From an optimization exercise on the open Yosys and OpenROAD flow, aimed at small area, a short achievable clock period and few clock cycles; shortcuts taken in it are not production practice.
In this exercise RTL edits were held to simulation tests only and were not proved equivalent to the original.
Power is estimated from default activity; no workload was simulated.

== the baseline ==
Design blind_chunk_rx, start of the top module:
module blind_chunk_rx (
    input  wire        clk,
    input  wire        rst,         
    input  wire        cmd_valid,
    input  wire [1:0]  cmd_op,
    input  wire [7:0]  cmd_data,
    output wire        cmd_ready,
    output reg         tok_valid,
    output wire [7:0]  tok_data,
    output reg         evt_valid,
    output reg  [3:0]  evt_code,
    output reg  [15:0] evt_a,
    output reg  [15:0] evt_b,
    output reg         dst_valid,
    output reg  [7:0]  dst_data,
    input  wire        dst_ready
);
Size in the first run: roughly 2600 flip-flops, ~70 I/O pins.
==> flow/config.mk <==
export PLATFORM = sky130hd
export DESIGN_NAME = blind_chunk_rx
export DESIGN_NICKNAME = blind_chunk_rx
export VERILOG_FILES = /design/flow/design.v
export SDC_FILE = /design/flow/constraint.sdc
export NUM_CORES = 4
export LEC_CHECK = 0
export CAP_MARGIN = 30
export CORE_MARGIN = 2
export CORE_UTILIZATION = 65
export CTS_CLUSTER_DIAMETER = 60
export CTS_CLUSTER_SIZE = 20
export SLEW_MARGIN = 20
==> flow/constraint.sdc <==
create_clock -name core_clock -period 9.0 [get_ports {clk}]
set_input_delay 1.8000 -clock core_clock [delete_from_list [all_inputs] [get_ports {clk}]]
set_output_delay 1.8000 -clock core_clock [all_outputs]
set_load 0.01 [all_outputs]
standard.sh (not shown) runs the stock make flow with config.mk's settings and CLKGATE_MAP_FILE= SYNTH_SCRIPT=/design/flow/synth_recipe.tcl, a recipe that flattens the netlist after the stock synthesis.
==> flow/flow/run.sh <==
#!/bin/bash
# Layout flow: the standard ORFS flow, unchanged, except that repair_timing
# aims for 6 ns of setup slack (a 3 ns target) instead of 0.
set -euo pipefail
export SETUP_SLACK_MARGIN=6
bash standard.sh > standard.log 2>&1
Testbench counts of the baseline, summed over its fixed seeds: cycles 57,647.
Modified inputs, the candidate compared to the baseline
--- a/flow/design.v
+++ b/flow/design.v
@@ -230,23 +230,22 @@
     reg            oq_any;                
     wire           oq_take = out_free && oq_any;
     wire       g_live    = g_flag && !flushing;
     wire       g_seg     = g_live && !blocked && qv[0];
     wire       g_drop    = g_seg && !qtype[0];
     wire       g_out     = g_seg && qtype[0] && oq_room;
     wire       g_keep    = g_live && !g_drop && !g_out;
     wire       g_newest  = nval && npos == RING_LEN - 1;
     wire       q_pop     = (g_drop || g_out) && qcnt[0] == 9'd1;
-    wire       l_dense   = nval && !w0_first;
-    wire [8:0] l_pos     = l_dense ? npos : 9'd2;
+    wire [8:0] l_pos     = w0_first ? 9'd2 : npos;
     wire       l_near    = (l_pos >= 9'd2) && (l_pos <= LAND_MAX);
     wire       l_free    = !rf[l_pos[3:0] - 4'd1];
-    wire       land      = wn != 2'd0 && l_near && l_free && (l_dense || tail_ok);
+    wire       land      = wn != 2'd0 && l_near && l_free && (!w0_first || tail_ok);
     wire [1:0] wn_nx = wn + {1'b0, b_pay} - {1'b0, land};
     assign qfull_nx = q_pop ? (qv[QD-1] && q_push) : (qv[QD-1] || (qv[QD-2] && q_push));
     wire [OFB:0] oq_n_nx = oq_n + {{OFB{1'b0}}, g_out} - {{OFB{1'b0}}, oq_take};
     assign wfull_nx = (wn_nx == 2'd2);
     integer i;
     always @(posedge clk) begin
         rb <= {rb[8*(RING_LEN-1)-1:0], g_byte};
         for (i = 2; i <= LAND_MAX; i = i + 1)
             if (land && l_pos == i)
### Flow results
- Lower fraction of met2 tracks used by global routing goes to the candidate over the baseline.
- When the candidate is measured against the baseline, its part of the power in the clock network turns out 1.7 points higher.
- Pin count of the biggest net entering global routing went down by a few percent going from the baseline to the candidate.
- Against the baseline as the reference, the candidate delivers a higher transition at the pin with the smallest max-transition slack.
- | area of the die | the candidate vs the baseline | 0.35% lower |
- Of the candidate and the baseline, it is the candidate that has the lower unique cell type count in the Yosys netlist.
- Compared with the baseline, the candidate shows a setup slack that is 0.38 ns lower.
- The baseline and the candidate ended up with roughly the same cell area.
- The synthesized cell count reported for the candidate is smaller than that of the baseline by 55.
- For count of buffers added by post-CTS timing repair for setup, dividing the value from the candidate by the value from the baseline gives 1.17.
- In terms of post-synthesis xor/xnor area fraction, the candidate and the baseline differ only marginally.
- Synthesis-to-finish area growth in the candidate is 0.55 points higher than in the baseline
- Number of placed I/O pins: the candidate vs the baseline — no meaningful difference
- In the candidate, post-route fraction of the period consumed by the critical path is higher than in the baseline.
Testbench counts of the candidate, summed over its fixed seeds: cycles 57,647.

-- afterwards: timing with drivers on the ports --
Ports are ideal in the flow. The routed layouts listed here were re-timed in OpenROAD. Step 1 assumes that a clkbuf_16 drives the clock port and a buf_2 every other input. Step 2, shift: input delay + t, output delay - t, t = (earliest + latest rising clock arrival at the registers) / 2. This alone moves slack from input paths to output paths. a / b / c = ideal ports / drivers / drivers and shift; a / b = the first two.
run | t, ns | setup slack, ns | worst register clock-pin slew, ns | cell pins on the clock port's net
the baseline | 0.822 | 5.719 / 5.719 / 5.334 | 0.08 / 0.08 | 1
the candidate | 0.820 | 5.342 / 5.342 / 5.265 | 0.08 / 0.08 | 1
After both steps every run listed still meets setup and hold. For the baseline, which loses most, drivers alone change the setup slack by 0.000 ns; drivers and shift together by -0.385 ns.
